Source: an optimization exercise on an open RTL-to-GDS flow (aim: small area and a short achievable clock period). Production flows keep margins and buffers that such runs may drop. In this exercise RTL edits were held to simulation tests only and were not proved equivalent to the original. Power figures rest on the tool's default switching activity, not on a simulated workload.

File: flow/config.mk
export PLATFORM = sky130hd
export DESIGN_NAME = chk4_accum
export DESIGN_NICKNAME = chk4_accum
export VERILOG_FILES = /design/flow/design.v
export SDC_FILE = /design/flow/constraint.sdc
export NUM_CORES = 4
export LEC_CHECK = 0
export CAP_MARGIN = 20
export CORE_MARGIN = 2
export CORE_UTILIZATION = 65
export CTS_BUF_LIST = sky130_fd_sc_hd__clkbuf_4 sky130_fd_sc_hd__clkbuf_8
export SLEW_MARGIN = 20
export SYNTH_HIERARCHICAL = 1
export SYNTH_MINIMUM_KEEP_SIZE = 0
File: flow/constraint.sdc
create_clock -name core_clock -period 28.0 [get_ports {clk}]
set_input_delay 5.6000 -clock core_clock [delete_from_list [all_inputs] [get_ports {clk}]]
set_output_delay 5.6000 -clock core_clock [all_outputs]
set_load 0.01 [all_outputs]
File: flow/design.v
module chk4_accum (
    input  wire        clk,
    input  wire        rst,         
    input  wire        init,        
    input  wire [2:0]  in_cnt,      
    input  wire [31:0] in_data,     
    output wire [31:0] chk_value,
    output wire [31:0] byte_count
);
    reg [18:0] ra;
    reg [19:0] rb;
    reg [15:0] ri;
    reg [31:0] bc;
    wire z  = rst | init;              
    wire nz = ~z;
    wire c4 = in_cnt[2] & ~rst;        
    wire c1 = in_cnt[0] & ~in_cnt[2] & ~rst;
    wire c2 = in_cnt[1] & ~in_cnt[2] & ~rst;
    wire h1 = c1 & ~c2;
    wire h2 = c2 & ~c1;
    wire h3 = c1 & c2;
    wire h4 = c4;
    wire h13 = c1;
    wire h23 = c2;
    wire h24 = h2 | h4;
    wire h34 = h3 | h4;
    wire e1 = h1 | h2 | h3 | h4;       
    wire e2 = h2 | h3 | h4;
    wire e3 = h3 | h4;
    wire e4 = h4;
    wire [2:0] k = {c4, c2, c1};
    wire g1 = h1 & nz;
    wire g2 = h2 & nz;
    wire g3 = h3 & nz;
    wire g4 = h4 & nz;
    wire g13 = h13 & nz;
    wire g23 = h23 & nz;
    wire g34 = h34 & nz;
    wire [3:0] ca = h4 ? (z ? 4'd10 : 4'd6) :
                    h3 ? (z ? 4'd6  : 4'd3) :
                    h2 ? (z ? 4'd3  : 4'd1) :
                    h1 ? (z ? 4'd1  : 4'd0) : 4'd0;
    wire [4:0] cb = h4 ? (z ? 5'd21 : 5'd10) :
                    h3 ? (z ? 5'd11 : 5'd4)  :
                    h2 ? (z ? 5'd5  : 5'd1)  :
                    h1 ? (z ? 5'd2  : 5'd0)  : (z ? 5'd1 : 5'd0);
    wire fa1, fa2;
    chk4_fa ufa1 (.a(ra[1]), .b(ra[16]), .c(ra[17]), .s(fa1), .co(fa2));
    wire fa3, fa4;
    chk4_fa ufa3 (.a(ra[2]), .b(ra[16]), .c(ra[17]), .s(fa3), .co(fa4));
    wire fa5, fa6;
    chk4_fa ufa5 (.a(ra[18]), .b(fa2), .c(fa3), .s(fa5), .co(fa6));
    wire fa7, fa8;
    chk4_fa ufa7 (.a(ra[3]), .b(ra[17]), .c(ra[18]), .s(fa7), .co(fa8));
    wire fa9, fa10;
    chk4_fa ufa9 (.a(fa4), .b(fa7), .c(fa6), .s(fa9), .co(fa10));
    wire fa11, fa12;
    chk4_fa ufa11 (.a(ra[4]), .b(ra[16]), .c(ra[18]), .s(fa11), .co(fa12));
    wire fa13, fa14;
    chk4_fa ufa13 (.a(fa8), .b(fa11), .c(fa10), .s(fa13), .co(fa14));
    wire fa15, fa16;
    chk4_fa ufa15 (.a(ra[5]), .b(ra[17]), .c(fa12), .s(fa15), .co(fa16));
    wire fa17, fa18;
    chk4_fa ufa17 (.a(ra[6]), .b(ra[18]), .c(fa16), .s(fa17), .co(fa18));
    wire fa19, fa20;
    chk4_ha ufa19 (.a(ra[0]), .b(ra[16]), .s(fa19), .co(fa20));
    wire fa21, fa22;
    chk4_ha ufa21 (.a(fa1), .b(fa20), .s(fa21), .co(fa22));
    wire fa23, fa24;
    chk4_ha ufa23 (.a(fa5), .b(fa22), .s(fa23), .co(fa24));
    wire fa25, fa26;
    chk4_ha ufa25 (.a(fa9), .b(fa24), .s(fa25), .co(fa26));
    wire fa27, fa28;
    chk4_ha ufa27 (.a(fa13), .b(fa26), .s(fa27), .co(fa28));
    wire fa29, fa30;
    chk4_fa ufa29 (.a(fa14), .b(fa15), .c(fa28), .s(fa29), .co(fa30));
    wire fa31, fa32;
    chk4_ha ufa31 (.a(fa17), .b(fa30), .s(fa31), .co(fa32));
    wire fa33, fa34;
    chk4_fa ufa33 (.a(ra[7]), .b(fa18), .c(fa32), .s(fa33), .co(fa34));
    wire fa35 = ~ra[8];
    wire fa36, fa37;
    chk4_ha ufa36 (.a(ra[9]), .b(ra[8]), .s(fa36), .co(fa37));
    wire fa38, fa39;
    chk4_ha ufa38 (.a(ra[10]), .b(fa37), .s(fa38), .co(fa39));
    wire fa40, fa41;
    chk4_ha ufa40 (.a(ra[11]), .b(fa39), .s(fa40), .co(fa41));
    wire fa42, fa43;
    chk4_ha ufa42 (.a(ra[12]), .b(fa41), .s(fa42), .co(fa43));
    wire fa44, fa45;
    chk4_ha ufa44 (.a(ra[13]), .b(fa43), .s(fa44), .co(fa45));
    wire fa46, fa47;
    chk4_ha ufa46 (.a(ra[14]), .b(fa45), .s(fa46), .co(fa47));
    wire fa48, fa49;
    chk4_ha ufa48 (.a(ra[15]), .b(fa47), .s(fa48), .co(fa49));
    wire fa50 = fa34 ? fa35 : ra[8];
    wire fa51 = fa34 ? fa36 : ra[9];
    wire fa52 = fa34 ? fa38 : ra[10];
    wire fa53 = fa34 ? fa40 : ra[11];
    wire fa54 = fa34 ? fa42 : ra[12];
    wire fa55 = fa34 ? fa44 : ra[13];
    wire fa56 = fa34 ? fa46 : ra[14];
    wire fa57 = fa34 ? fa48 : ra[15];
    wire fa58 = fa34 ? fa49 : 1'b0;
    wire [16:0] far = {fa58, fa57, fa56, fa55, fa54, fa53, fa52, fa51, fa50, fa33, fa31, fa29, fa27, fa25, fa23, fa21, fa19};
    wire fb1, fb2;
    chk4_fa ufb1 (.a(rb[1]), .b(rb[16]), .c(rb[17]), .s(fb1), .co(fb2));
    wire fb3, fb4;
    chk4_fa ufb3 (.a(rb[2]), .b(rb[16]), .c(rb[17]), .s(fb3), .co(fb4));
    wire fb5, fb6;
    chk4_fa ufb5 (.a(rb[18]), .b(fb2), .c(fb3), .s(fb5), .co(fb6));
    wire fb7, fb8;
    chk4_fa ufb7 (.a(rb[3]), .b(rb[17]), .c(rb[18]), .s(fb7), .co(fb8));
    wire fb9, fb10;
    chk4_fa ufb9 (.a(rb[19]), .b(fb4), .c(fb7), .s(fb9), .co(fb10));
    wire fb11, fb12;
    chk4_fa ufb11 (.a(rb[4]), .b(rb[16]), .c(rb[18]), .s(fb11), .co(fb12));
    wire fb13, fb14;
    chk4_fa ufb13 (.a(rb[19]), .b(fb8), .c(fb11), .s(fb13), .co(fb14));
    wire fb15, fb16;
    chk4_fa ufb15 (.a(rb[5]), .b(rb[17]), .c(rb[19]), .s(fb15), .co(fb16));
    wire fb17, fb18;
    chk4_fa ufb17 (.a(fb12), .b(fb15), .c(fb14), .s(fb17), .co(fb18));
    wire fb19, fb20;
    chk4_fa ufb19 (.a(rb[6]), .b(rb[18]), .c(fb16), .s(fb19), .co(fb20));
    wire fb21, fb22;
    chk4_fa ufb21 (.a(rb[7]), .b(rb[19]), .c(fb20), .s(fb21), .co(fb22));
    wire fb23, fb24;
    chk4_ha ufb23 (.a(rb[0]), .b(rb[16]), .s(fb23), .co(fb24));
    wire fb25, fb26;
    chk4_ha ufb25 (.a(fb1), .b(fb24), .s(fb25), .co(fb26));
    wire fb27, fb28;
    chk4_ha ufb27 (.a(fb5), .b(fb26), .s(fb27), .co(fb28));
    wire fb29, fb30;
    chk4_fa ufb29 (.a(fb6), .b(fb9), .c(fb28), .s(fb29), .co(fb30));
    wire fb31, fb32;
    chk4_fa ufb31 (.a(fb10), .b(fb13), .c(fb30), .s(fb31), .co(fb32));
    wire fb33, fb34;
    chk4_ha ufb33 (.a(fb17), .b(fb32), .s(fb33), .co(fb34));
    wire fb35, fb36;
    chk4_fa ufb35 (.a(fb18), .b(fb19), .c(fb34), .s(fb35), .co(fb36));
    wire fb37, fb38;
    chk4_ha ufb37 (.a(fb21), .b(fb36), .s(fb37), .co(fb38));
    wire fb39, fb40;
    chk4_ha ufb39 (.a(rb[8]), .b(fb22), .s(fb39), .co(fb40));
    wire fb41, fb42;
    chk4_ha ufb41 (.a(rb[9]), .b(fb40), .s(fb41), .co(fb42));
    wire fb43, fb44;
    chk4_ha ufb43 (.a(rb[10]), .b(fb42), .s(fb43), .co(fb44));
    wire fb45, fb46;
    chk4_ha ufb45 (.a(rb[11]), .b(fb44), .s(fb45), .co(fb46));
    wire fb47, fb48;
    chk4_ha ufb47 (.a(rb[12]), .b(fb46), .s(fb47), .co(fb48));
    wire fb49, fb50;
    chk4_ha ufb49 (.a(rb[13]), .b(fb48), .s(fb49), .co(fb50));
    wire fb51, fb52;
    chk4_ha ufb51 (.a(rb[14]), .b(fb50), .s(fb51), .co(fb52));
    wire fb53, fb54;
    chk4_ha ufb53 (.a(rb[15]), .b(fb52), .s(fb53), .co(fb54));
    wire fb55 = ~(rb[8] ^ fb22);
    wire fb56 = rb[8] | fb22;
    wire fb57, fb58;
    chk4_ha ufb57 (.a(rb[9]), .b(fb56), .s(fb57), .co(fb58));
    wire fb59, fb60;
    chk4_ha ufb59 (.a(rb[10]), .b(fb58), .s(fb59), .co(fb60));
    wire fb61, fb62;
    chk4_ha ufb61 (.a(rb[11]), .b(fb60), .s(fb61), .co(fb62));
    wire fb63, fb64;
    chk4_ha ufb63 (.a(rb[12]), .b(fb62), .s(fb63), .co(fb64));
    wire fb65, fb66;
    chk4_ha ufb65 (.a(rb[13]), .b(fb64), .s(fb65), .co(fb66));
    wire fb67, fb68;
    chk4_ha ufb67 (.a(rb[14]), .b(fb66), .s(fb67), .co(fb68));
    wire fb69, fb70;
    chk4_ha ufb69 (.a(rb[15]), .b(fb68), .s(fb69), .co(fb70));
    wire fb71 = fb38 ? fb55 : fb39;
    wire fb72 = fb38 ? fb57 : fb41;
    wire fb73 = fb38 ? fb59 : fb43;
    wire fb74 = fb38 ? fb61 : fb45;
    wire fb75 = fb38 ? fb63 : fb47;
    wire fb76 = fb38 ? fb65 : fb49;
    wire fb77 = fb38 ? fb67 : fb51;
    wire fb78 = fb38 ? fb69 : fb53;
    wire fb79 = fb38 ? fb70 : fb54;
    wire [16:0] fbr = {fb79, fb78, fb77, fb76, fb75, fb74, fb73, fb72, fb71, fb37, fb35, fb33, fb31, fb29, fb27, fb25, fb23};
    wire xa1, xa2;
    chk4_ha uxa1 (.a((nz & far[0])), .b((g13 & ri[0])), .s(xa1), .co(xa2));
    wire xa3, xa4;
    chk4_fa uxa3 (.a((nz & far[1])), .b(((g23 & ri[0]))), .c((g13 & ri[1])), .s(xa3), .co(xa4));
    wire xa5, xa6;
    chk4_ha uxa5 (.a(ca[1]), .b((e1 & in_data[1])), .s(xa5), .co(xa6));
    wire xa7, xa8;
    chk4_fa uxa7 (.a((nz & far[2])), .b(((g23 & ri[1]) | (g4 & ri[0]))), .c((g13 & ri[2])), .s(xa7), .co(xa8));
    wire xa9, xa10;
    chk4_fa uxa9 (.a(ca[2]), .b((e1 & in_data[2])), .c((e2 & in_data[10])), .s(xa9), .co(xa10));
    wire xa11, xa12;
    chk4_fa uxa11 (.a((nz & far[3])), .b(((g23 & ri[2]) | (g4 & ri[1]))), .c((g13 & ri[3])), .s(xa11), .co(xa12));
    wire xa13, xa14;
    chk4_fa uxa13 (.a(ca[3]), .b((e1 & in_data[3])), .c((e2 & in_data[11])), .s(xa13), .co(xa14));
    wire xa15, xa16;
    chk4_fa uxa15 (.a((nz & far[4])), .b(((g23 & ri[3]) | (g4 & ri[2]))), .c((g13 & ri[4])), .s(xa15), .co(xa16));
    wire xa17, xa18;
    chk4_ha uxa17 (.a((e1 & in_data[4])), .b((e2 & in_data[12])), .s(xa17), .co(xa18));
    wire xa19, xa20;
    chk4_fa uxa19 (.a((nz & far[5])), .b(((g23 & ri[4]) | (g4 & ri[3]))), .c((g13 & ri[5])), .s(xa19), .co(xa20));
    wire xa21, xa22;
    chk4_ha uxa21 (.a((e1 & in_data[5])), .b((e2 & in_data[13])), .s(xa21), .co(xa22));
    wire xa23, xa24;
    chk4_fa uxa23 (.a((nz & far[6])), .b(((g23 & ri[5]) | (g4 & ri[4]))), .c((g13 & ri[6])), .s(xa23), .co(xa24));
    wire xa25, xa26;
    chk4_ha uxa25 (.a((e1 & in_data[6])), .b((e2 & in_data[14])), .s(xa25), .co(xa26));
    wire xa27, xa28;
    chk4_fa uxa27 (.a((nz & far[7])), .b(((g23 & ri[6]) | (g4 & ri[5]))), .c((g13 & ri[7])), .s(xa27), .co(xa28));
    wire xa29, xa30;
    chk4_ha uxa29 (.a((e1 & in_data[7])), .b((e2 & in_data[15])), .s(xa29), .co(xa30));
    wire xa31, xa32;
    chk4_fa uxa31 (.a(ca[0]), .b((e1 & in_data[0])), .c((e2 & in_data[8])), .s(xa31), .co(xa32));
    wire xa33, xa34;
    chk4_fa uxa33 (.a((e2 & in_data[9])), .b((e3 & in_data[17])), .c((e4 & in_data[25])), .s(xa33), .co(xa34));
    wire xa35, xa36;
    chk4_ha uxa35 (.a(xa2), .b(xa5), .s(xa35), .co(xa36));
    wire xa37, xa38;
    chk4_fa uxa37 (.a((e3 & in_data[18])), .b((e4 & in_data[26])), .c(xa6), .s(xa37), .co(xa38));
    wire xa39, xa40;
    chk4_fa uxa39 (.a(xa4), .b(xa7), .c(xa9), .s(xa39), .co(xa40));
    wire xa41, xa42;
    chk4_fa uxa41 (.a((e3 & in_data[19])), .b((e4 & in_data[27])), .c(xa8), .s(xa41), .co(xa42));
    wire xa43, xa44;
    chk4_fa uxa43 (.a(xa10), .b(xa11), .c(xa13), .s(xa43), .co(xa44));
    wire xa45, xa46;
    chk4_fa uxa45 (.a((e3 & in_data[20])), .b((e4 & in_data[28])), .c(xa17), .s(xa45), .co(xa46));
    wire xa47, xa48;
    chk4_fa uxa47 (.a(xa12), .b(xa14), .c(xa15), .s(xa47), .co(xa48));
    wire xa49, xa50;
    chk4_fa uxa49 (.a((e3 & in_data[21])), .b((e4 & in_data[29])), .c(xa18), .s(xa49), .co(xa50));
    wire xa51, xa52;
    chk4_fa uxa51 (.a(xa21), .b(xa16), .c(xa19), .s(xa51), .co(xa52));
    wire xa53, xa54;
    chk4_fa uxa53 (.a((e3 & in_data[22])), .b((e4 & in_data[30])), .c(xa22), .s(xa53), .co(xa54));
    wire xa55, xa56;
    chk4_fa uxa55 (.a(xa25), .b(xa20), .c(xa23), .s(xa55), .co(xa56));
    wire xa57, xa58;
    chk4_fa uxa57 (.a((e3 & in_data[23])), .b((e4 & in_data[31])), .c(xa26), .s(xa57), .co(xa58));
    wire xa59, xa60;
    chk4_fa uxa59 (.a(xa29), .b(xa24), .c(xa27), .s(xa59), .co(xa60));
    wire xa61, xa62;
    chk4_fa uxa61 (.a((nz & far[8])), .b(((g23 & ri[7]) | (g4 & ri[6]))), .c((g13 & ri[8])), .s(xa61), .co(xa62));
    wire xa63, xa64;
    chk4_ha uxa63 (.a(xa30), .b(xa28), .s(xa63), .co(xa64));
    wire xa65, xa66;
    chk4_ha uxa65 (.a((nz & far[9])), .b(((g23 & ri[8]) | (g4 & ri[7]))), .s(xa65), .co(xa66));
    wire xa67, xa68;
    chk4_ha uxa67 (.a((e3 & in_data[16])), .b((e4 & in_data[24])), .s(xa67), .co(xa68));
    wire xa69, xa70;
    chk4_fa uxa69 (.a(xa32), .b(xa33), .c(xa3), .s(xa69), .co(xa70));
    wire xa71, xa72;
    chk4_fa uxa71 (.a(xa34), .b(xa36), .c(xa37), .s(xa71), .co(xa72));
    wire xa73, xa74;
    chk4_fa uxa73 (.a(xa38), .b(xa40), .c(xa41), .s(xa73), .co(xa74));
    wire xa75, xa76;
    chk4_fa uxa75 (.a(xa45), .b(xa42), .c(xa44), .s(xa75), .co(xa76));
    wire xa77, xa78;
    chk4_fa uxa77 (.a(xa46), .b(xa49), .c(xa48), .s(xa77), .co(xa78));
    wire xa79, xa80;
    chk4_fa uxa79 (.a(xa50), .b(xa53), .c(xa52), .s(xa79), .co(xa80));
    wire xa81, xa82;
    chk4_fa uxa81 (.a(xa54), .b(xa57), .c(xa56), .s(xa81), .co(xa82));
    wire xa83, xa84;
    chk4_fa uxa83 (.a(xa61), .b(xa58), .c(xa63), .s(xa83), .co(xa84));
    wire xa85, xa86;
    chk4_fa uxa85 (.a((g13 & ri[9])), .b(xa65), .c(xa62), .s(xa85), .co(xa86));
    wire xa87, xa88;
    chk4_fa uxa87 (.a((nz & far[10])), .b(((g23 & ri[9]) | (g4 & ri[8]))), .c((g13 & ri[10])), .s(xa87), .co(xa88));
    wire xa89, xa90;
    chk4_ha uxa89 (.a((nz & far[11])), .b(((g23 & ri[10]) | (g4 & ri[9]))), .s(xa89), .co(xa90));
    wire xa91, xa92;
    chk4_ha uxa91 (.a((nz & far[12])), .b(((g23 & ri[11]) | (g4 & ri[10]))), .s(xa91), .co(xa92));
    wire xa93, xa94;
    chk4_ha uxa93 (.a((nz & far[13])), .b(((g23 & ri[12]) | (g4 & ri[11]))), .s(xa93), .co(xa94));
    wire xa95, xa96;
    chk4_ha uxa95 (.a((nz & far[14])), .b(((g23 & ri[13]) | (g4 & ri[12]))), .s(xa95), .co(xa96));
    wire xa97, xa98;
    chk4_ha uxa97 (.a((nz & far[15])), .b(((g23 & ri[14]) | (g4 & ri[13]))), .s(xa97), .co(xa98));
    wire xa99, xa100;
    chk4_ha uxa99 (.a(xa67), .b(xa1), .s(xa99), .co(xa100));
    wire xa101, xa102;
    chk4_fa uxa101 (.a(xa68), .b(xa35), .c(xa69), .s(xa101), .co(xa102));
    wire xa103, xa104;
    chk4_fa uxa103 (.a(xa70), .b(xa39), .c(xa71), .s(xa103), .co(xa104));
    wire xa105, xa106;
    chk4_fa uxa105 (.a(xa43), .b(xa72), .c(xa73), .s(xa105), .co(xa106));
    wire xa107, xa108;
    chk4_fa uxa107 (.a(xa47), .b(xa74), .c(xa75), .s(xa107), .co(xa108));
    wire xa109, xa110;
    chk4_fa uxa109 (.a(xa51), .b(xa76), .c(xa77), .s(xa109), .co(xa110));
    wire xa111, xa112;
    chk4_fa uxa111 (.a(xa55), .b(xa78), .c(xa79), .s(xa111), .co(xa112));
    wire xa113, xa114;
    chk4_fa uxa113 (.a(xa59), .b(xa80), .c(xa81), .s(xa113), .co(xa114));
    wire xa115, xa116;
    chk4_fa uxa115 (.a(xa60), .b(xa83), .c(xa82), .s(xa115), .co(xa116));
    wire xa117, xa118;
    chk4_fa uxa117 (.a(xa64), .b(xa85), .c(xa84), .s(xa117), .co(xa118));
    wire xa119, xa120;
    chk4_fa uxa119 (.a(xa66), .b(xa87), .c(xa86), .s(xa119), .co(xa120));
    wire xa121, xa122;
    chk4_fa uxa121 (.a((g13 & ri[11])), .b(xa89), .c(xa88), .s(xa121), .co(xa122));
    wire xa123, xa124;
    chk4_fa uxa123 (.a((g13 & ri[12])), .b(xa90), .c(xa91), .s(xa123), .co(xa124));
    wire xa125, xa126;
    chk4_fa uxa125 (.a((g13 & ri[13])), .b(xa92), .c(xa93), .s(xa125), .co(xa126));
    wire xa127, xa128;
    chk4_fa uxa127 (.a((g13 & ri[14])), .b(xa94), .c(xa95), .s(xa127), .co(xa128));
    wire xa129, xa130;
    chk4_fa uxa129 (.a((g13 & ri[15])), .b(xa96), .c(xa97), .s(xa129), .co(xa130));
    wire xa131, xa132;
    chk4_fa uxa131 (.a((nz & far[16])), .b(((g23 & ri[15]) | (g4 & ri[14]))), .c(xa98), .s(xa131), .co(xa132));
    wire xa133, xa134;
    chk4_ha uxa133 (.a(xa99), .b(xa31), .s(xa133), .co(xa134));
    wire xa135, xa136;
    chk4_fa uxa135 (.a(xa100), .b(xa101), .c(xa134), .s(xa135), .co(xa136));
    wire xa137, xa138;
    chk4_fa uxa137 (.a(xa102), .b(xa103), .c(xa136), .s(xa137), .co(xa138));
    wire xa139, xa140;
    chk4_fa uxa139 (.a(xa104), .b(xa105), .c(xa138), .s(xa139), .co(xa140));
    wire xa141, xa142;
    chk4_fa uxa141 (.a(xa106), .b(xa107), .c(xa140), .s(xa141), .co(xa142));
    wire xa143, xa144;
    chk4_fa uxa143 (.a(xa108), .b(xa109), .c(xa142), .s(xa143), .co(xa144));
    wire xa145, xa146;
    chk4_fa uxa145 (.a(xa110), .b(xa111), .c(xa144), .s(xa145), .co(xa146));
    wire xa147, xa148;
    chk4_fa uxa147 (.a(xa112), .b(xa113), .c(xa146), .s(xa147), .co(xa148));
    wire xa149, xa150;
    chk4_ha uxa149 (.a(xa114), .b(xa115), .s(xa149), .co(xa150));
    wire xa151, xa152;
    chk4_fa uxa151 (.a(xa116), .b(xa117), .c(xa150), .s(xa151), .co(xa152));
    wire xa153, xa154;
    chk4_fa uxa153 (.a(xa118), .b(xa119), .c(xa152), .s(xa153), .co(xa154));
    wire xa155, xa156;
    chk4_fa uxa155 (.a(xa120), .b(xa121), .c(xa154), .s(xa155), .co(xa156));
    wire xa157, xa158;
    chk4_fa uxa157 (.a(xa122), .b(xa123), .c(xa156), .s(xa157), .co(xa158));
    wire xa159, xa160;
    chk4_fa uxa159 (.a(xa124), .b(xa125), .c(xa158), .s(xa159), .co(xa160));
    wire xa161 = ~(xa114 ^ xa115);
    wire xa162 = xa114 | xa115;
    wire xa163, xa164;
    chk4_fa uxa163 (.a(xa116), .b(xa117), .c(xa162), .s(xa163), .co(xa164));
    wire xa165, xa166;
    chk4_fa uxa165 (.a(xa118), .b(xa119), .c(xa164), .s(xa165), .co(xa166));
    wire xa167, xa168;
    chk4_fa uxa167 (.a(xa120), .b(xa121), .c(xa166), .s(xa167), .co(xa168));
    wire xa169, xa170;
    chk4_fa uxa169 (.a(xa122), .b(xa123), .c(xa168), .s(xa169), .co(xa170));
    wire xa171, xa172;
    chk4_fa uxa171 (.a(xa124), .b(xa125), .c(xa170), .s(xa171), .co(xa172));
    wire xa173 = xa148 ? xa161 : xa149;
    wire xa174 = xa148 ? xa163 : xa151;
    wire xa175 = xa148 ? xa165 : xa153;
    wire xa176 = xa148 ? xa167 : xa155;
    wire xa177 = xa148 ? xa169 : xa157;
    wire xa178 = xa148 ? xa171 : xa159;
    wire xa179 = xa160 | (xa148 & xa172);
    wire xa180, xa181;
    chk4_ha uxa180 (.a(xa126), .b(xa127), .s(xa180), .co(xa181));
    wire xa182, xa183;
    chk4_fa uxa182 (.a(xa128), .b(xa129), .c(xa181), .s(xa182), .co(xa183));
    wire xa184, xa185;
    chk4_fa uxa184 (.a(xa130), .b(xa131), .c(xa183), .s(xa184), .co(xa185));
    wire xa186, xa187;
    chk4_fa uxa186 (.a(xa132), .b(((g4 & ri[15]))), .c(xa185), .s(xa186), .co(xa187));
    wire xa188 = ~(xa126 ^ xa127);
    wire xa189 = xa126 | xa127;
    wire xa190, xa191;
    chk4_fa uxa190 (.a(xa128), .b(xa129), .c(xa189), .s(xa190), .co(xa191));
    wire xa192, xa193;
    chk4_fa uxa192 (.a(xa130), .b(xa131), .c(xa191), .s(xa192), .co(xa193));
    wire xa194, xa195;
    chk4_fa uxa194 (.a(xa132), .b(((g4 & ri[15]))), .c(xa193), .s(xa194), .co(xa195));
    wire xa196 = xa179 ? xa188 : xa180;
    wire xa197 = xa179 ? xa190 : xa182;
    wire xa198 = xa179 ? xa192 : xa184;
    wire xa199 = xa179 ? xa194 : xa186;
    wire xa200 = xa179 ? xa195 : xa187;
    wire [18:0] sa = {xa200, xa199, xa198, xa197, xa196, xa178, xa177, xa176, xa175, xa174, xa173, xa147, xa145, xa143, xa141, xa139, xa137, xa135, xa133};
    wire xb1, xb2;
    chk4_ha uxb1 (.a((nz & fbr[0])), .b((g13 & far[0])), .s(xb1), .co(xb2));
    wire xb3, xb4;
    chk4_fa uxb3 (.a((nz & fbr[1])), .b(((g23 & far[0]))), .c((g13 & far[1])), .s(xb3), .co(xb4));
    wire xb5, xb6;
    chk4_ha uxb5 (.a(((g1 & ri[1]) | (g2 & ri[0]))), .b(((g2 & ri[1]) | (g34 & ri[0]))), .s(xb5), .co(xb6));
    wire xb7, xb8;
    chk4_fa uxb7 (.a((nz & fbr[2])), .b(((g23 & far[1]) | (g4 & far[0]))), .c((g13 & far[2])), .s(xb7), .co(xb8));
    wire xb9, xb10;
    chk4_fa uxb9 (.a(((g1 & ri[2]) | (g2 & ri[1]) | (g3 & ri[0]))), .b(((g2 & ri[2]) | (g34 & ri[1]))), .c(cb[2]), .s(xb9), .co(xb10));
    wire xb11, xb12;
    chk4_fa uxb11 (.a((nz & fbr[3])), .b(((g23 & far[2]) | (g4 & far[1]))), .c((g13 & far[3])), .s(xb11), .co(xb12));
    wire xb13, xb14;
    chk4_fa uxb13 (.a(((g1 & ri[3]) | (g2 & ri[2]) | (g3 & ri[1]) | (g4 & ri[0]))), .b(((g2 & ri[3]) | (g34 & ri[2]))), .c(cb[3]), .s(xb13), .co(xb14));
    wire xb15, xb16;
    chk4_fa uxb15 (.a((nz & fbr[4])), .b(((g23 & far[3]) | (g4 & far[2]))), .c((g13 & far[4])), .s(xb15), .co(xb16));
    wire xb17, xb18;
    chk4_fa uxb17 (.a(((g1 & ri[4]) | (g2 & ri[3]) | (g3 & ri[2]) | (g4 & ri[1]))), .b(((g2 & ri[4]) | (g34 & ri[3]))), .c(cb[4]), .s(xb17), .co(xb18));
    wire xb19, xb20;
    chk4_fa uxb19 (.a((nz & fbr[5])), .b(((g23 & far[4]) | (g4 & far[3]))), .c((g13 & far[5])), .s(xb19), .co(xb20));
    wire xb21, xb22;
    chk4_ha uxb21 (.a(((g1 & ri[5]) | (g2 & ri[4]) | (g3 & ri[3]) | (g4 & ri[2]))), .b(((g2 & ri[5]) | (g34 & ri[4]))), .s(xb21), .co(xb22));
    wire xb23, xb24;
    chk4_fa uxb23 (.a((nz & fbr[6])), .b(((g23 & far[5]) | (g4 & far[4]))), .c((g13 & far[6])), .s(xb23), .co(xb24));
    wire xb25, xb26;
    chk4_ha uxb25 (.a(((g1 & ri[6]) | (g2 & ri[5]) | (g3 & ri[4]) | (g4 & ri[3]))), .b(((g2 & ri[6]) | (g34 & ri[5]))), .s(xb25), .co(xb26));
    wire xb27, xb28;
    chk4_fa uxb27 (.a((nz & fbr[7])), .b(((g23 & far[6]) | (g4 & far[5]))), .c((g13 & far[7])), .s(xb27), .co(xb28));
    wire xb29, xb30;
    chk4_ha uxb29 (.a(((g1 & ri[7]) | (g2 & ri[6]) | (g3 & ri[5]) | (g4 & ri[4]))), .b(((g2 & ri[7]) | (g34 & ri[6]))), .s(xb29), .co(xb30));
    wire xb31, xb32;
    chk4_ha uxb31 (.a((nz & fbr[8])), .b(((g23 & far[7]) | (g4 & far[6]))), .s(xb31), .co(xb32));
    wire xb33, xb34;
    chk4_fa uxb33 (.a(((g1 & ri[0]))), .b(((g2 & ri[0]))), .c(cb[0]), .s(xb33), .co(xb34));
    wire xb35, xb36;
    chk4_ha uxb35 (.a(((h1 & in_data[0]))), .b(((h2 & in_data[8]))), .s(xb35), .co(xb36));
    wire xb37, xb38;
    chk4_fa uxb37 (.a(cb[1]), .b(((h1 & in_data[1]) | (h23 & in_data[0]))), .c(((h2 & in_data[9]) | (h34 & in_data[8]))), .s(xb37), .co(xb38));
    wire xb39, xb40;
    chk4_fa uxb39 (.a(((h3 & in_data[1]) | (h4 & in_data[9]))), .b(((h3 & in_data[17]) | (h4 & in_data[16]))), .c((h4 & in_data[25])), .s(xb39), .co(xb40));
    wire xb41, xb42;
    chk4_ha uxb41 (.a(xb2), .b(xb5), .s(xb41), .co(xb42));
    wire xb43, xb44;
    chk4_fa uxb43 (.a(((h1 & in_data[2]) | (h23 & in_data[1]) | (h4 & in_data[0]))), .b(((h2 & in_data[10]) | (h34 & in_data[9]))), .c(((h3 & in_data[2]) | (h4 & in_data[10]))), .s(xb43), .co(xb44));
    wire xb45, xb46;
    chk4_fa uxb45 (.a(((h3 & in_data[18]) | (h4 & in_data[17]))), .b((h4 & in_data[26])), .c(xb6), .s(xb45), .co(xb46));
    wire xb47, xb48;
    chk4_fa uxb47 (.a(xb4), .b(xb7), .c(xb9), .s(xb47), .co(xb48));
    wire xb49, xb50;
    chk4_fa uxb49 (.a(((h1 & in_data[3]) | (h23 & in_data[2]) | (h4 & in_data[1]))), .b(((h2 & in_data[11]) | (h34 & in_data[10]))), .c(((h3 & in_data[3]) | (h4 & in_data[11]))), .s(xb49), .co(xb50));
    wire xb51, xb52;
    chk4_fa uxb51 (.a(((h3 & in_data[19]) | (h4 & in_data[18]))), .b((h4 & in_data[27])), .c(xb8), .s(xb51), .co(xb52));
    wire xb53, xb54;
    chk4_fa uxb53 (.a(xb10), .b(xb11), .c(xb13), .s(xb53), .co(xb54));
    wire xb55, xb56;
    chk4_fa uxb55 (.a(((h1 & in_data[4]) | (h23 & in_data[3]) | (h4 & in_data[2]))), .b(((h2 & in_data[12]) | (h34 & in_data[11]))), .c(((h3 & in_data[4]) | (h4 & in_data[12]))), .s(xb55), .co(xb56));
    wire xb57, xb58;
    chk4_fa uxb57 (.a(((h3 & in_data[20]) | (h4 & in_data[19]))), .b((h4 & in_data[28])), .c(xb12), .s(xb57), .co(xb58));
    wire xb59, xb60;
    chk4_fa uxb59 (.a(xb14), .b(xb15), .c(xb17), .s(xb59), .co(xb60));
    wire xb61, xb62;
    chk4_fa uxb61 (.a(((h1 & in_data[5]) | (h23 & in_data[4]) | (h4 & in_data[3]))), .b(((h2 & in_data[13]) | (h34 & in_data[12]))), .c(((h3 & in_data[5]) | (h4 & in_data[13]))), .s(xb61), .co(xb62));
    wire xb63, xb64;
    chk4_fa uxb63 (.a(((h3 & in_data[21]) | (h4 & in_data[20]))), .b((h4 & in_data[29])), .c(xb21), .s(xb63), .co(xb64));
    wire xb65, xb66;
    chk4_fa uxb65 (.a(xb16), .b(xb18), .c(xb19), .s(xb65), .co(xb66));
    wire xb67, xb68;
    chk4_fa uxb67 (.a(((h1 & in_data[6]) | (h23 & in_data[5]) | (h4 & in_data[4]))), .b(((h2 & in_data[14]) | (h34 & in_data[13]))), .c(((h3 & in_data[6]) | (h4 & in_data[14]))), .s(xb67), .co(xb68));
    wire xb69, xb70;
    chk4_fa uxb69 (.a(((h3 & in_data[22]) | (h4 & in_data[21]))), .b((h4 & in_data[30])), .c(xb22), .s(xb69), .co(xb70));
    wire xb71, xb72;
    chk4_fa uxb71 (.a(xb25), .b(xb20), .c(xb23), .s(xb71), .co(xb72));
    wire xb73, xb74;
    chk4_fa uxb73 (.a(((h1 & in_data[7]) | (h23 & in_data[6]) | (h4 & in_data[5]))), .b(((h2 & in_data[15]) | (h34 & in_data[14]))), .c(((h3 & in_data[7]) | (h4 & in_data[15]))), .s(xb73), .co(xb74));
    wire xb75, xb76;
    chk4_fa uxb75 (.a(((h3 & in_data[23]) | (h4 & in_data[22]))), .b((h4 & in_data[31])), .c(xb26), .s(xb75), .co(xb76));
    wire xb77, xb78;
    chk4_fa uxb77 (.a(xb29), .b(xb24), .c(xb27), .s(xb77), .co(xb78));
    wire xb79, xb80;
    chk4_fa uxb79 (.a((g13 & far[8])), .b(((g1 & ri[8]) | (g2 & ri[7]) | (g3 & ri[6]) | (g4 & ri[5]))), .c(((g2 & ri[8]) | (g34 & ri[7]))), .s(xb79), .co(xb80));
    wire xb81, xb82;
    chk4_fa uxb81 (.a(((h23 & in_data[7]) | (h4 & in_data[6]))), .b(((h34 & in_data[15]))), .c(((h4 & in_data[23]))), .s(xb81), .co(xb82));
    wire xb83, xb84;
    chk4_fa uxb83 (.a(xb30), .b(xb31), .c(xb28), .s(xb83), .co(xb84));
    wire xb85, xb86;
    chk4_fa uxb85 (.a((nz & fbr[9])), .b(((g23 & far[8]) | (g4 & far[7]))), .c((g13 & far[9])), .s(xb85), .co(xb86));
    wire xb87, xb88;
    chk4_fa uxb87 (.a(((g1 & ri[9]) | (g2 & ri[8]) | (g3 & ri[7]) | (g4 & ri[6]))), .b(((g2 & ri[9]) | (g34 & ri[8]))), .c(((h4 & in_data[7]))), .s(xb87), .co(xb88));
    wire xb89, xb90;
    chk4_ha uxb89 (.a((nz & fbr[10])), .b(((g23 & far[9]) | (g4 & far[8]))), .s(xb89), .co(xb90));
    wire xb91, xb92;
    chk4_fa uxb91 (.a(((h3 & in_data[0]) | (h4 & in_data[8]))), .b(((h3 & in_data[16]))), .c((h4 & in_data[24])), .s(xb91), .co(xb92));
    wire xb93, xb94;
    chk4_fa uxb93 (.a(xb36), .b(xb34), .c(xb37), .s(xb93), .co(xb94));
    wire xb95, xb96;
    chk4_ha uxb95 (.a(xb39), .b(xb3), .s(xb95), .co(xb96));
    wire xb97, xb98;
    chk4_fa uxb97 (.a(xb38), .b(xb40), .c(xb43), .s(xb97), .co(xb98));
    wire xb99, xb100;
    chk4_fa uxb99 (.a(xb42), .b(xb45), .c(xb47), .s(xb99), .co(xb100));
    wire xb101, xb102;
    chk4_fa uxb101 (.a(xb44), .b(xb49), .c(xb46), .s(xb101), .co(xb102));
    wire xb103, xb104;
    chk4_fa uxb103 (.a(xb48), .b(xb51), .c(xb53), .s(xb103), .co(xb104));
    wire xb105, xb106;
    chk4_fa uxb105 (.a(xb50), .b(xb55), .c(xb52), .s(xb105), .co(xb106));
    wire xb107, xb108;
    chk4_fa uxb107 (.a(xb54), .b(xb57), .c(xb59), .s(xb107), .co(xb108));
    wire xb109, xb110;
    chk4_fa uxb109 (.a(xb56), .b(xb61), .c(xb63), .s(xb109), .co(xb110));
    wire xb111, xb112;
    chk4_fa uxb111 (.a(xb58), .b(xb60), .c(xb65), .s(xb111), .co(xb112));
    wire xb113, xb114;
    chk4_fa uxb113 (.a(xb62), .b(xb67), .c(xb64), .s(xb113), .co(xb114));
    wire xb115, xb116;
    chk4_fa uxb115 (.a(xb69), .b(xb66), .c(xb71), .s(xb115), .co(xb116));
    wire xb117, xb118;
    chk4_fa uxb117 (.a(xb68), .b(xb73), .c(xb70), .s(xb117), .co(xb118));
    wire xb119, xb120;
    chk4_fa uxb119 (.a(xb75), .b(xb72), .c(xb77), .s(xb119), .co(xb120));
    wire xb121, xb122;
    chk4_fa uxb121 (.a(xb74), .b(xb79), .c(xb81), .s(xb121), .co(xb122));
    wire xb123, xb124;
    chk4_fa uxb123 (.a(xb76), .b(xb78), .c(xb83), .s(xb123), .co(xb124));
    wire xb125, xb126;
    chk4_fa uxb125 (.a(xb32), .b(xb80), .c(xb82), .s(xb125), .co(xb126));
    wire xb127, xb128;
    chk4_fa uxb127 (.a(xb85), .b(xb87), .c(xb84), .s(xb127), .co(xb128));
    wire xb129, xb130;
    chk4_fa uxb129 (.a((g13 & far[10])), .b(((g1 & ri[10]) | (g2 & ri[9]) | (g3 & ri[8]) | (g4 & ri[7]))), .c(((g2 & ri[10]) | (g34 & ri[9]))), .s(xb129), .co(xb130));
    wire xb131, xb132;
    chk4_fa uxb131 (.a(xb89), .b(xb86), .c(xb88), .s(xb131), .co(xb132));
    wire xb133, xb134;
    chk4_fa uxb133 (.a((nz & fbr[11])), .b(((g23 & far[10]) | (g4 & far[9]))), .c((g13 & far[11])), .s(xb133), .co(xb134));
    wire xb135, xb136;
    chk4_fa uxb135 (.a(((g1 & ri[11]) | (g2 & ri[10]) | (g3 & ri[9]) | (g4 & ri[8]))), .b(((g2 & ri[11]) | (g34 & ri[10]))), .c(xb90), .s(xb135), .co(xb136));
    wire xb137, xb138;
    chk4_fa uxb137 (.a((nz & fbr[12])), .b(((g23 & far[11]) | (g4 & far[10]))), .c((g13 & far[12])), .s(xb137), .co(xb138));
    wire xb139, xb140;
    chk4_ha uxb139 (.a(((g1 & ri[12]) | (g2 & ri[11]) | (g3 & ri[10]) | (g4 & ri[9]))), .b(((g2 & ri[12]) | (g34 & ri[11]))), .s(xb139), .co(xb140));
    wire xb141, xb142;
    chk4_fa uxb141 (.a((nz & fbr[13])), .b(((g23 & far[12]) | (g4 & far[11]))), .c((g13 & far[13])), .s(xb141), .co(xb142));
    wire xb143, xb144;
    chk4_ha uxb143 (.a(((g1 & ri[13]) | (g2 & ri[12]) | (g3 & ri[11]) | (g4 & ri[10]))), .b(((g2 & ri[13]) | (g34 & ri[12]))), .s(xb143), .co(xb144));
    wire xb145, xb146;
    chk4_fa uxb145 (.a((nz & fbr[14])), .b(((g23 & far[13]) | (g4 & far[12]))), .c((g13 & far[14])), .s(xb145), .co(xb146));
    wire xb147, xb148;
    chk4_ha uxb147 (.a(((g1 & ri[14]) | (g2 & ri[13]) | (g3 & ri[12]) | (g4 & ri[11]))), .b(((g2 & ri[14]) | (g34 & ri[13]))), .s(xb147), .co(xb148));
    wire xb149, xb150;
    chk4_fa uxb149 (.a((nz & fbr[15])), .b(((g23 & far[14]) | (g4 & far[13]))), .c((g13 & far[15])), .s(xb149), .co(xb150));
    wire xb151, xb152;
    chk4_ha uxb151 (.a(((g1 & ri[15]) | (g2 & ri[14]) | (g3 & ri[13]) | (g4 & ri[12]))), .b(((g2 & ri[15]) | (g34 & ri[14]))), .s(xb151), .co(xb152));
    wire xb153, xb154;
    chk4_fa uxb153 (.a((nz & fbr[16])), .b(((g23 & far[15]) | (g4 & far[14]))), .c((g13 & far[16])), .s(xb153), .co(xb154));
    wire xb155, xb156;
    chk4_ha uxb155 (.a(((g2 & ri[15]) | (g3 & ri[14]) | (g4 & ri[13]))), .b(((g34 & ri[15]))), .s(xb155), .co(xb156));
    wire xb157, xb158;
    chk4_ha uxb157 (.a(xb35), .b(xb1), .s(xb157), .co(xb158));
    wire xb159, xb160;
    chk4_fa uxb159 (.a(xb92), .b(xb41), .c(xb95), .s(xb159), .co(xb160));
    wire xb161, xb162;
    chk4_fa uxb161 (.a(xb96), .b(xb94), .c(xb97), .s(xb161), .co(xb162));
    wire xb163, xb164;
    chk4_fa uxb163 (.a(xb98), .b(xb101), .c(xb100), .s(xb163), .co(xb164));
    wire xb165, xb166;
    chk4_fa uxb165 (.a(xb102), .b(xb105), .c(xb104), .s(xb165), .co(xb166));
    wire xb167, xb168;
    chk4_fa uxb167 (.a(xb109), .b(xb106), .c(xb108), .s(xb167), .co(xb168));
    wire xb169, xb170;
    chk4_fa uxb169 (.a(xb110), .b(xb113), .c(xb112), .s(xb169), .co(xb170));
    wire xb171, xb172;
    chk4_fa uxb171 (.a(xb114), .b(xb117), .c(xb116), .s(xb171), .co(xb172));
    wire xb173, xb174;
    chk4_fa uxb173 (.a(xb121), .b(xb118), .c(xb120), .s(xb173), .co(xb174));
    wire xb175, xb176;
    chk4_fa uxb175 (.a(xb122), .b(xb125), .c(xb124), .s(xb175), .co(xb176));
    wire xb177, xb178;
    chk4_fa uxb177 (.a(xb129), .b(xb126), .c(xb131), .s(xb177), .co(xb178));
    wire xb179, xb180;
    chk4_fa uxb179 (.a(xb130), .b(xb133), .c(xb135), .s(xb179), .co(xb180));
    wire xb181, xb182;
    chk4_fa uxb181 (.a(xb139), .b(xb134), .c(xb137), .s(xb181), .co(xb182));
    wire xb183, xb184;
    chk4_fa uxb183 (.a(xb140), .b(xb143), .c(xb138), .s(xb183), .co(xb184));
    wire xb185, xb186;
    chk4_fa uxb185 (.a(xb144), .b(xb147), .c(xb142), .s(xb185), .co(xb186));
    wire xb187, xb188;
    chk4_fa uxb187 (.a(xb148), .b(xb151), .c(xb146), .s(xb187), .co(xb188));
    wire xb189, xb190;
    chk4_fa uxb189 (.a(xb152), .b(xb155), .c(xb150), .s(xb189), .co(xb190));
    wire xb191, xb192;
    chk4_fa uxb191 (.a(((g23 & far[16]) | (g4 & far[15]))), .b(((g3 & ri[15]) | (g4 & ri[14]))), .c(xb156), .s(xb191), .co(xb192));
    wire xb193, xb194;
    chk4_ha uxb193 (.a(xb91), .b(xb33), .s(xb193), .co(xb194));
    wire xb195, xb196;
    chk4_fa uxb195 (.a(xb158), .b(xb93), .c(xb159), .s(xb195), .co(xb196));
    wire xb197, xb198;
    chk4_fa uxb197 (.a(xb160), .b(xb161), .c(xb99), .s(xb197), .co(xb198));
    wire xb199, xb200;
    chk4_fa uxb199 (.a(xb162), .b(xb103), .c(xb163), .s(xb199), .co(xb200));
    wire xb201, xb202;
    chk4_fa uxb201 (.a(xb107), .b(xb164), .c(xb165), .s(xb201), .co(xb202));
    wire xb203, xb204;
    chk4_fa uxb203 (.a(xb111), .b(xb166), .c(xb167), .s(xb203), .co(xb204));
    wire xb205, xb206;
    chk4_fa uxb205 (.a(xb115), .b(xb168), .c(xb169), .s(xb205), .co(xb206));
    wire xb207, xb208;
    chk4_fa uxb207 (.a(xb119), .b(xb170), .c(xb171), .s(xb207), .co(xb208));
    wire xb209, xb210;
    chk4_fa uxb209 (.a(xb123), .b(xb172), .c(xb173), .s(xb209), .co(xb210));
    wire xb211, xb212;
    chk4_fa uxb211 (.a(xb127), .b(xb174), .c(xb175), .s(xb211), .co(xb212));
    wire xb213, xb214;
    chk4_fa uxb213 (.a(xb128), .b(xb177), .c(xb176), .s(xb213), .co(xb214));
    wire xb215, xb216;
    chk4_fa uxb215 (.a(xb132), .b(xb179), .c(xb178), .s(xb215), .co(xb216));
    wire xb217, xb218;
    chk4_fa uxb217 (.a(xb136), .b(xb181), .c(xb180), .s(xb217), .co(xb218));
    wire xb219, xb220;
    chk4_fa uxb219 (.a(xb141), .b(xb182), .c(xb183), .s(xb219), .co(xb220));
    wire xb221, xb222;
    chk4_fa uxb221 (.a(xb145), .b(xb184), .c(xb185), .s(xb221), .co(xb222));
    wire xb223, xb224;
    chk4_fa uxb223 (.a(xb149), .b(xb186), .c(xb187), .s(xb223), .co(xb224));
    wire xb225, xb226;
    chk4_fa uxb225 (.a(xb153), .b(xb188), .c(xb189), .s(xb225), .co(xb226));
    wire xb227, xb228;
    chk4_fa uxb227 (.a(xb154), .b(xb191), .c(xb190), .s(xb227), .co(xb228));
    wire xb229, xb230;
    chk4_fa uxb229 (.a(((g4 & far[16]))), .b(((g4 & ri[15]))), .c(xb192), .s(xb229), .co(xb230));
    wire xb231, xb232;
    chk4_ha uxb231 (.a(xb193), .b(xb157), .s(xb231), .co(xb232));
    wire xb233, xb234;
    chk4_fa uxb233 (.a(xb194), .b(xb195), .c(xb232), .s(xb233), .co(xb234));
    wire xb235, xb236;
    chk4_fa uxb235 (.a(xb196), .b(xb197), .c(xb234), .s(xb235), .co(xb236));
    wire xb237, xb238;
    chk4_fa uxb237 (.a(xb198), .b(xb199), .c(xb236), .s(xb237), .co(xb238));
    wire xb239, xb240;
    chk4_fa uxb239 (.a(xb200), .b(xb201), .c(xb238), .s(xb239), .co(xb240));
    wire xb241, xb242;
    chk4_fa uxb241 (.a(xb202), .b(xb203), .c(xb240), .s(xb241), .co(xb242));
    wire xb243, xb244;
    chk4_fa uxb243 (.a(xb204), .b(xb205), .c(xb242), .s(xb243), .co(xb244));
    wire xb245, xb246;
    chk4_fa uxb245 (.a(xb206), .b(xb207), .c(xb244), .s(xb245), .co(xb246));
    wire xb247, xb248;
    chk4_ha uxb247 (.a(xb208), .b(xb209), .s(xb247), .co(xb248));
    wire xb249, xb250;
    chk4_fa uxb249 (.a(xb210), .b(xb211), .c(xb248), .s(xb249), .co(xb250));
    wire xb251, xb252;
    chk4_fa uxb251 (.a(xb212), .b(xb213), .c(xb250), .s(xb251), .co(xb252));
    wire xb253, xb254;
    chk4_fa uxb253 (.a(xb214), .b(xb215), .c(xb252), .s(xb253), .co(xb254));
    wire xb255, xb256;
    chk4_fa uxb255 (.a(xb216), .b(xb217), .c(xb254), .s(xb255), .co(xb256));
    wire xb257, xb258;
    chk4_fa uxb257 (.a(xb218), .b(xb219), .c(xb256), .s(xb257), .co(xb258));
    wire xb259 = ~(xb208 ^ xb209);
    wire xb260 = xb208 | xb209;
    wire xb261, xb262;
    chk4_fa uxb261 (.a(xb210), .b(xb211), .c(xb260), .s(xb261), .co(xb262));
    wire xb263, xb264;
    chk4_fa uxb263 (.a(xb212), .b(xb213), .c(xb262), .s(xb263), .co(xb264));
    wire xb265, xb266;
    chk4_fa uxb265 (.a(xb214), .b(xb215), .c(xb264), .s(xb265), .co(xb266));
    wire xb267, xb268;
    chk4_fa uxb267 (.a(xb216), .b(xb217), .c(xb266), .s(xb267), .co(xb268));
    wire xb269, xb270;
    chk4_fa uxb269 (.a(xb218), .b(xb219), .c(xb268), .s(xb269), .co(xb270));
    wire xb271 = xb246 ? xb259 : xb247;
    wire xb272 = xb246 ? xb261 : xb249;
    wire xb273 = xb246 ? xb263 : xb251;
    wire xb274 = xb246 ? xb265 : xb253;
    wire xb275 = xb246 ? xb267 : xb255;
    wire xb276 = xb246 ? xb269 : xb257;
    wire xb277 = xb258 | (xb246 & xb270);
    wire xb278, xb279;
    chk4_ha uxb278 (.a(xb220), .b(xb221), .s(xb278), .co(xb279));
    wire xb280, xb281;
    chk4_fa uxb280 (.a(xb222), .b(xb223), .c(xb279), .s(xb280), .co(xb281));
    wire xb282, xb283;
    chk4_fa uxb282 (.a(xb224), .b(xb225), .c(xb281), .s(xb282), .co(xb283));
    wire xb284, xb285;
    chk4_fa uxb284 (.a(xb226), .b(xb227), .c(xb283), .s(xb284), .co(xb285));
    wire xb286, xb287;
    chk4_fa uxb286 (.a(xb228), .b(xb229), .c(xb285), .s(xb286), .co(xb287));
    wire xb288, xb289;
    chk4_ha uxb288 (.a(xb230), .b(xb287), .s(xb288), .co(xb289));
    wire xb290 = ~(xb220 ^ xb221);
    wire xb291 = xb220 | xb221;
    wire xb292, xb293;
    chk4_fa uxb292 (.a(xb222), .b(xb223), .c(xb291), .s(xb292), .co(xb293));
    wire xb294, xb295;
    chk4_fa uxb294 (.a(xb224), .b(xb225), .c(xb293), .s(xb294), .co(xb295));
    wire xb296, xb297;
    chk4_fa uxb296 (.a(xb226), .b(xb227), .c(xb295), .s(xb296), .co(xb297));
    wire xb298, xb299;
    chk4_fa uxb298 (.a(xb228), .b(xb229), .c(xb297), .s(xb298), .co(xb299));
    wire xb300, xb301;
    chk4_ha uxb300 (.a(xb230), .b(xb299), .s(xb300), .co(xb301));
    wire xb302 = xb277 ? xb290 : xb278;
    wire xb303 = xb277 ? xb292 : xb280;
    wire xb304 = xb277 ? xb294 : xb282;
    wire xb305 = xb277 ? xb296 : xb284;
    wire xb306 = xb277 ? xb298 : xb286;
    wire xb307 = xb277 ? xb300 : xb288;
    wire [19:0] sb = {xb307, xb306, xb305, xb304, xb303, xb302, xb276, xb275, xb274, xb273, xb272, xb271, xb245, xb243, xb241, xb239, xb237, xb235, xb233, xb231};
    wire [3:0]  lo = {1'b0, bc[2:0] & {3{nz}}} + {1'b0, k};
    wire [31:0] cc;                    
    wire [31:0] cs;                    
    wire p0 = &bc[10:3];
    wire p1 = &bc[18:11];
    wire p2 = &bc[26:19];
    assign cc[3]  = lo[3];
    assign cc[11] = lo[3] & p0;
    assign cc[19] = lo[3] & p0 & p1;
    assign cc[27] = lo[3] & p0 & p1 & p2;
    genvar j;
    generate
        for (j = 3; j < 32; j = j + 1) begin : inc
            wire co;
            chk4_ha u (.a(bc[j]), .b(cc[j]), .s(cs[j]), .co(co));
            if (j != 10 && j != 18 && j != 26 && j != 31) begin : rip
                assign cc[j + 1] = co;
            end
        end
    endgenerate
    assign cc[2:0] = 3'd0;
    assign cs[2:0] = lo[2:0];
    wire [31:0] nbc = {cs[31:3] & {29{nz}}, lo[2:0]};
    wire [3:0]  ilo = {1'b0, ri[2:1] & {2{nz}}, ri[0] | z} + {1'b0, k};
    wire [16:3] ic;                    
    wire [15:3] is;
    assign ic[3] = ilo[3];
    generate
        for (j = 3; j < 16; j = j + 1) begin : iinc
            chk4_ha u (.a(ri[j]), .b(ic[j]), .s(is[j]), .co(ic[j + 1]));
        end
    endgenerate
    wire        iw = ic[16];           
    wire [4:0]  iwl = {3'd0, ilo[1:0]} + 5'd23;
    wire [15:0] ni = iw ? {11'd0, iwl} : {is[15:3] & {13{nz}}, ilo[2:0]};
    wire ga = far[16] | ((&far[15:5]) & (far[4:0] >= 5'd9));
    wire gb = fbr[16] | ((&fbr[15:5]) & (fbr[4:0] >= 5'd9));
    wire [10:0] ta = {1'b0, far[9:0]} + 11'd23;
    wire [10:0] tb = {1'b0, fbr[9:0]} + 11'd23;
    wire [15:0] oa = ga ? {6'd0, ta[9:0]} : far[15:0];
    wire [15:0] ob = gb ? {6'd0, tb[9:0]} : fbr[15:0];
    assign chk_value  = {oa, ob};
    assign byte_count = bc;
    always @(posedge clk) begin
        ra <= sa;
        rb <= sb;
        ri <= ni;
        bc <= nbc;
    end
endmodule
module chk4_fa (input wire a, input wire b, input wire c, output wire s, output wire co);
    assign s  = a ^ b ^ c;
    assign co = (a & b) | (a & c) | (b & c);
endmodule
module chk4_ha (input wire a, input wire b, output wire s, output wire co);
    assign s  = a ^ b;
    assign co = a & b;
endmodule
File: flow/flow/run.sh
#!/bin/bash
# The standard layout (standard.sh, all steps), with the port buffers placed
# by flow/ports.tcl before global placement instead of by the standard call,
# and timing repair asked to leave a setup margin (the clock and constraints
# are unchanged).
set -euo pipefail
here=$(pwd)
export DONT_BUFFER_PORTS=1
export PRE_GLOBAL_PLACE_TCL="$here/flow/ports.tcl"
export SETUP_SLACK_MARGIN=17
bash standard.sh > "$here/standard.log" 2>&1
File: flow/flow/ports.tcl
# Port buffers (in place of the standard flow's single buffer_ports call):
# every input and every output port still gets its own buffer, but with a
# plain buffer cell of a suitable size instead of the default delay buffer.
buffer_ports -inputs -buffer_cell sky130_fd_sc_hd__buf_2
buffer_ports -outputs -buffer_cell sky130_fd_sc_hd__buf_1
File: flow/standard.sh
#!/bin/bash
# synth_recipe.tcl (not shown) runs the flow's synth.tcl, then flattens the netlist and writes it again
# the make line also repeats each setting of config.mk as NAME=value (left out here)
make -C /OpenROAD-flow-scripts/flow DESIGN_CONFIG=/design/flow/config.mk WORK_HOME=/design/flow/orfs CLKGATE_MAP_FILE= SYNTH_SCRIPT=/design/flow/synth_recipe.tcl "${@:-finish}"
==> results_dict.tcl, run 1 <==
set metrics [dict create \
    r2r_setup_slack_ns 19.05 \
    slew_viol_final 0 \
    syn-cell-area_mm2 0.0115 \
    drtAntennaViolNets 0 \
    hp-start "bc[31]$_DFF_P_" \
    netlist_instances 1043 \
    routed_wl_um 31300 \
    synth.largest_area_cell "fa_1" \
    coreArea_mm2 0.0174 \
    fillers 1220 \
    async_flop_share_pct 0 \
    finalHoldViolations 0 \
    root_buffer "clkbuf_8" \
    drive_above_1_share_pct 15.0 \
    ys_ff_latch 87 \
    first_pass_iters 8 \
    yosysSeqAreaShare_pct 15.1 \
    grt_usage_pct 35.1 \
    ys_warn_count 7 \
    ios 102 \
    wl_per_cell_um 24.7 \
    status "no timing/DRC/antenna violations" \
    r2r_start "ra[16]$_DFF_P_" \
    initial_core_util_pct 66.5 \
    synth_area_leaders "fa_1 38%, dfxtp_1 15%, ha_1 14%, and2_1 6.5%, a22o_1 4.6%" \
    crit_path_max_fanout 19 \
    clk_pin_slew_ns 0.09 \
    cp.required_ns 28.27 \
    grt_pass1_wl_um 48400 \
    synthFlopType "dfxtp_1" \
    via_per_inst 6.46 \
    synth_top_area_share_pct 38.5 \
    nNetsFinal 1428 \
    gp_congestion 0.932 \
    htreeDepth 3 \
    die_h_um 137 \
    maxCapViolCount 0 \
    grt_max_degree 50 \
    tns_ns 0 \
    endpoint_kind "flip-flop" \
    finalSetupViolations 0 \
    grt_pass1_vias 8683 \
    synth_edf_count 0 \
    min_period_ns 11.04 \
    arrival_ns 11.32 \
    cts_made_buffers 9 \
    startpoint_type "input port" \
    hold_buffers 0 \
    final_cell_mix "197 x fa_1, 130 x ha_1, 120 x and2_1" \
    rsz0062_at_grt "true" \
    yosys.cell_types.count 54 \
    vdd_drop_max_uv 57.4 \
    dp_hpwl_um 25000 \
    avgSynthCellArea_um2 11.1 \
    relSlewSlack_pct 52.7 \
    finalCritPeriodShare_pct 39.4 \
    crit_path_start "init" \
    layout_commonest_cell "fa_1" \
    antenna_cells 0 \
    die_x_um 137 \
    vias 8177 \
    synth_nets 1436 \
    port_buffers 98 \
    antenna_found_initial 0 \
    ctsLongestPathBuffers 2 \
    dieArea_mm2 0.0189 \
    drt-initial-drc-count 585 \
    fin_skew_ns 0.0215 \
    tightest_slew_ns 0.690 \
    p_per_area_mw_per_mm2 47.1 \
    area_delta_synth_final_pct 8.77 \
    rows 48 \
    dpl-instance-area_mm2 0.0118 \
    cts_tree "yes" \
    path_class "input port to flip-flop" \
    cts_sinks 87 \
    grt_overflow_total 0 \
    power_leakage_uw 0.00638 \
    clock_latency_ns 0.39 \
    min_path_type "flip-flop to flip-flop" \
    final_area_mm2 0.0126 \
    drc_errors 0 \
    fmax_ghz 0.0906 \
]
Yosys stat by module (local to each module, per instance):
module | times used | cells inside | flops+latches | area (um2)
chk4_fa | 221 | 1 | 0 | 20.0
chk4_ha | 116 | 1 | 0 | 12.5
chk4_accum | 1 | 706 | 87 | 5670
Yosys cell counts (all sizes together), types with 4 or more instances:
cell type	number
nand2	40
a22oi	25
o22ai	9
a222oi	7
a21o	7
a21oi	17
dfxtp	87
fa	222
inv	38
mux2	20
ha	133
xor2	4
nor2b	9
and2	121
nand3	9
nand2b	9
mux2i	14
nor3	5
nor2	72
xnor2	16
o21ai	16
clkbuf	42
or3	6
buf	21
a22o	61
nand4	8
power by group:
group | internal [uW] | total, uW | switching, uW
logic | 138 | 323 | 185
registers | 144 | 157 | 13.6
clock network | 60.5 | 111 | 50.9
final cells by class:
cell class              instances  area [um2]  area share [%]
inverters                      39         151            1.21
clock inverters                 7         126            1.01
clock buffers                   9         124           0.986
repair buffers                 40         347            2.76
multi-input cells             858        9780            77.9
well taps                     225         282            2.24
flip-flops and latches         87        1750            13.9
what timing repair did:
item	4_1_cts	5_1_grt
gates cloned	6	0
endpoints found under the setup margin	37	41
buffers inserted	22	9
pin swaps	16	10
resized for setup	38	19
through the flow:
stage / hold slack, ns / cells / util (%) / total power (uW) / setup slack (ns)
after global placement: 0.635 / 1212 / 67.9 / 450 / 16.28
final: 0.666 / 1265 / 72.4 / 592 / 16.96
after global routing: 0.700 / 1265 / 72.4 / 637 / 16.84
after floorplan: 0.547 / 1043 / - / 385 / 16.56
after CTS: 0.677 / 1256 / 71.4 / 586 / 17.00
after detailed placement: 0.654 / 1212 / 67.9 / 460 / 16.10
cell families (layout without fill, tap and decap cells):
| family | after synthesis | count (layout) | synth area share [%] |
|---|---|---|---|
| buffers and inverters | 102 | 95 | 3.57 |
| and+or+nand+nor | 292 | 295 | 13.5 |
| muxes | 34 | 34 | 3.16 |
| DFF | 87 | 87 | 15.1 |
| adders and majority gates | 355 | 355 | 52.9 |
| xor gates and xnor gates | 20 | 20 | 1.65 |
| AOI/OAI and AO/OA | 153 | 154 | 10.2 |
flip-flops by register name, indices dropped and copies added, names as in the netlist:
signal / count
ri: 16
ra: 19
rb: 20
bc: 32
critical path, cell delays in order:
cell,delay (ns)
or3_4,0.43
nor3b_4,0.24
buf_6,0.16
a22oi_2,0.08
nand2_2,0.12
ha_4,0.21
fa_1,0.50
fa_2,0.36
fa_1,0.50
fa_1,0.43
inv_1,0.08
ha_2,0.16
inv_2,0.03
fa_2,0.34
fa_2,0.37
fa_2,0.35
fa_2,0.35
fa_2,0.37
a21oi_4,0.18
buf_12,0.14
mux2_4,0.30
per-layer routing:
| metal | vias to the layer above | global-route usage (%) | wire length, um |
|---|---|---|---|
| met3 | 68 | 11.1 | 3030 |
| li1 | 3531 | - | - |
| met1 | 4185 | 44.2 | 12100 |
| met5 | - | 0 | 0 |
| met4 | 0 | 12.3 | 985 |
| met2 | 393 | 57.4 | 15100 |
final timing paths:
path,to,depth (start not counted)
worst max-delay path,rb[18]$_DFF_P_,21
worst min register to register,bc[31]$_DFF_P_,2
worst min-delay path,bc[31]$_DFF_P_,2
worst max register to register,rb[18]$_DFF_P_,26
==> run 2, diff against run 1 <==
==> flow/flow/run.sh (replaced) <==
#!/bin/bash
# The standard layout (standard.sh, all steps) with two changes:
# - the standard port buffering (buffer_ports, every input and output port
#   gets a buffer) uses the plain buffer sky130_fd_sc_hd__buf_1 instead of the
#   default delay buffer; timing repair may resize it;
# - timing repair is asked to leave a setup margin (the clock period and the
#   constraints are unchanged).
set -euo pipefail
here=$(pwd)
export BUFFER_PORTS_ARGS="-buffer_cell sky130_fd_sc_hd__buf_1"
export SETUP_SLACK_MARGIN=16
bash standard.sh > "$here/standard.log" 2>&1
removed: flow/flow/ports.tcl
==> run 2 against run 1 <==
Effect of this change: total power down 0.70%; first-iteration DRC count grew 24%; worst setup slack worse by 0.78 ns; clock power barely moved; clock skew is 0.0093 ns lower; largest power group unchanged.
==> results_dict.tcl, run 2 <==
set metrics [dict create \
    vias 8354 \
    via_per_inst 6.21 \
    vdd_drop_max_uv 48.2 \
    p_per_area_mw_per_mm2 47.1 \
    hold_buffers 0 \
    hold_depth 2 \
    routed_wl_um 29100 \
    min_path_type "flip-flop to flip-flop" \
    synth.largest_area_cell "fa_1" \
    yosys-top-cells-count "222 x fa_1, 133 x ha_1, 120 x and2_1, 87 x dfxtp_1, 71 x nor2_1" \
    ys_warn_count 7 \
    r2r_setup_slack_ns 18.89 \
    finalSetupViolations 0 \
    drtAntennaViolNets 0 \
    status "no timing/DRC/antenna violations" \
    final_cell_mix "220 x fa_1, 133 x ha_1, 120 x and2_1" \
    die_x_um 137 \
    layout_commonest_cell "fa_1" \
    path_cells "clkbuf_4, nand2b_1, clkinvlp_4, buf_4, a222oi_1, inv_1, fa_1, fa_1, fa_1, fa_1, inv_1, ha_1, inv_1, fa_1, fa_1, fa_1, fa_1, fa_1, a21oi_4, mux2_2" \
    syn-cell-area_mm2 0.0115 \
    startpoint_type "input port" \
    synth_area_leaders "fa_1 38%, dfxtp_1 15%, ha_1 14%, and2_1 6.5%, a22o_1 4.6%" \
    tns_ns 0 \
    synth_nets 1436 \
    slew_viol_final 0 \
    fin_skew_ns 0.0122 \
    yosysMostFrequentCell "fa_1" \
    grt_max_degree 50 \
    path_class "input port to flip-flop" \
    p_seq_share_pct 26.6 \
    cts_made_buffers 9 \
    r2r_start "rb[17]$_DFF_P_" \
    grt_pass1_wl_um 45800 \
    rsz0062_at_grt "true" \
    gp_congestion 0.953 \
    r2r_cells 22 \
    synthFlopType "dfxtp_1" \
    netSwitchingPower_uw 257 \
    drc_errors 0 \
    coreArea_mm2 0.0174 \
    netlist_instances 1043 \
    avgSynthCellArea_um2 11.1 \
    area_delta_synth_final_pct 7.96 \
    relSlewSlack_pct 40.9 \
    ctsLongestPathBuffers 2 \
    wl_per_cell_um 21.6 \
    maxCapViolCount 0 \
    cp_common_cell "fa_1" \
    die_h_um 137 \
    p_comb_share_pct 54.9 \
    nNetsFinal 1507 \
    cp.required_ns 28.28 \
    synth_edf_count 0 \
    ios 102 \
    dp_hpwl_um 23300 \
    clk_pin_slew_ns 0.11 \
    htreeDepth 3 \
    fmax_ghz 0.0846 \
    rows 48 \
    async_flop_share_pct 0 \
    hp-start "bc[0]$_DFF_P_" \
    yosysSeqAreaShare_pct 15.1 \
    endpoint_kind "flip-flop" \
    clock_latency_ns 0.39 \
    reg.largest.list "bc x32, rb x20, ra x19" \
    drt-initial-drc-count 725 \
    r2r-end "rb[15]$_DFF_P_" \
    first_pass_iters 5 \
    slowest_stage "fa_1" \
    grt_pass1_vias 8536 \
    largest_reg_flops 32 \
    power_leakage_uw 0.00635 \
    tightest_slew_ns 0.877 \
    synth_top_area_share_pct 38.5 \
    p_sw_share_pct 43.7 \
    whs_endpoint "bc[0]$_DFF_P_" \
    antenna_found_initial 2 \
    min_period_ns 11.82 \
    drive_above_1_share_pct 8.31 \
    crit_path_max_fanout 17 \
    finalCritPeriodShare_pct 42.2 \
    crit_buf_inv 6 \
    yosys.cell_types.count 54 \
    arrival_ns 12.10 \
    regMostFlops "bc" \
    p_int_uw 331 \
    port_buffers 101 \
    hold_slack_ns 0.587 \
    dieArea_mm2 0.0189 \
    grt_overflow_total 0 \
    cp_top_family "adder cells" \
    ys_ff_latch 87 \
    slowest_delay_ns 0.57 \
    clock_power_share_pct 18.5 \
    cts_sinks 87 \
    cts_tree "yes" \
    root_buffer "clkbuf_8" \
    grt_usage_pct 32.8 \
    finalHoldViolations 0 \
    initial_core_util_pct 66.5 \
]
## run 2: worst reg2reg max path: cells and delay by family, from the launching register on
family | cells | cell delay (ns)
simple gates | 1 | 0.11
mux | 1 | 0.36
compound gates | 2 | 0.79
fa+ha+maj | 18 | 7.16
flops | 1 | 0.59
## run 2: power groups by stage
stage                     registers, uW  clock network, uW  logic, uW
after global routing                159                116        363
after global placement              159                  0        303
final                               156                109        323
after floorplan                     156                  0        217
after detailed placement            159                  0        313
after CTS                           156                112        319
## run 2: what timing repair did
item	in CTS	in global routing
buffers inserted	8	4
gates cloned	2	0
endpoints found under the setup margin	17	18
resized for setup	17	11
pin swaps	3	1
## run 2: cell families (layout without fill, tap and decap cells)
family          Yosys count  count (layout)  share of synthesized area, %
simple gates            292             293                          13.5
flops                    87              87                          15.1
mux                      34              34                          3.16
other cells               0               1                             0
xor+xnor                 20              20                          1.65
buf+inv                 102             177                          3.57
compound gates          153             153                          10.2
fa+ha+maj               355             355                          52.9
## run 2: stage by stage
stage | power [uW] | utilization (%) | cells | area [um2] | setup slack, ns
floorplan | 373 | - | 1043 | 11600 | 16.01
global placement | 463 | 69.3 | 1314 | 12000 | 15.08
detailed placement | 472 | 69.3 | 1314 | 12000 | 14.97
CTS | 587 | 71.5 | 1340 | 12400 | 16.00
global route | 637 | 71.8 | 1344 | 12500 | 16.00
finish | 588 | 71.8 | 1345 | 12500 | 16.18
## run 2: worst max path at each step
stage | endpoint | depth (start not counted) | from
3_3_place_gp | rb[19]$_DFF_P_ | 17 | rst
6_report | rb[15]$_DFF_P_ | 20 | rst
2_1_floorplan | rb[15]$_DFF_P_ | 21 | rst
5_1_grt | rb[19]$_DFF_P_ | 21 | rst
3_5_place_dp | rb[15]$_DFF_P_ | 17 | in_cnt[2]
4_1_cts | rb[15]$_DFF_P_ | 17 | in_cnt[0]
## run 2: area by class of cell
cell class                      count  area, um2
Antenna cell                        1       2.50
Clock buffer                        9        124
Clock inverter                      7        113
Fill cell                        1380       4890
Inverter                           39        151
Multi-Input combinational cell    855       9500
Sequential cell                    87       1740
Tap cell                          225        282
Timing Repair Buffer              121        551
Timing Repair inverter              1       7.51
## run 2: metal layers
layer	GRT usage (%)	up-vias	wire (um)
met2	51.4	374	13700
met3	7.28	71	2340
met4	11.6	2	947
li1	-	3692	-
met1	45.4	4215	12100
met5	0	-	13
## run 2: Yosys stat by module, one instance, submodules excluded
| module | cells | copies in the design | cell area, um2 | flops+latches |
|---|---|---|---|---|
| chk4_ha | 1 | 116 | 12.5 | 0 |
| chk4_fa | 1 | 221 | 20.0 | 0 |
| chk4_accum | 706 | 1 | 5670 | 87 |
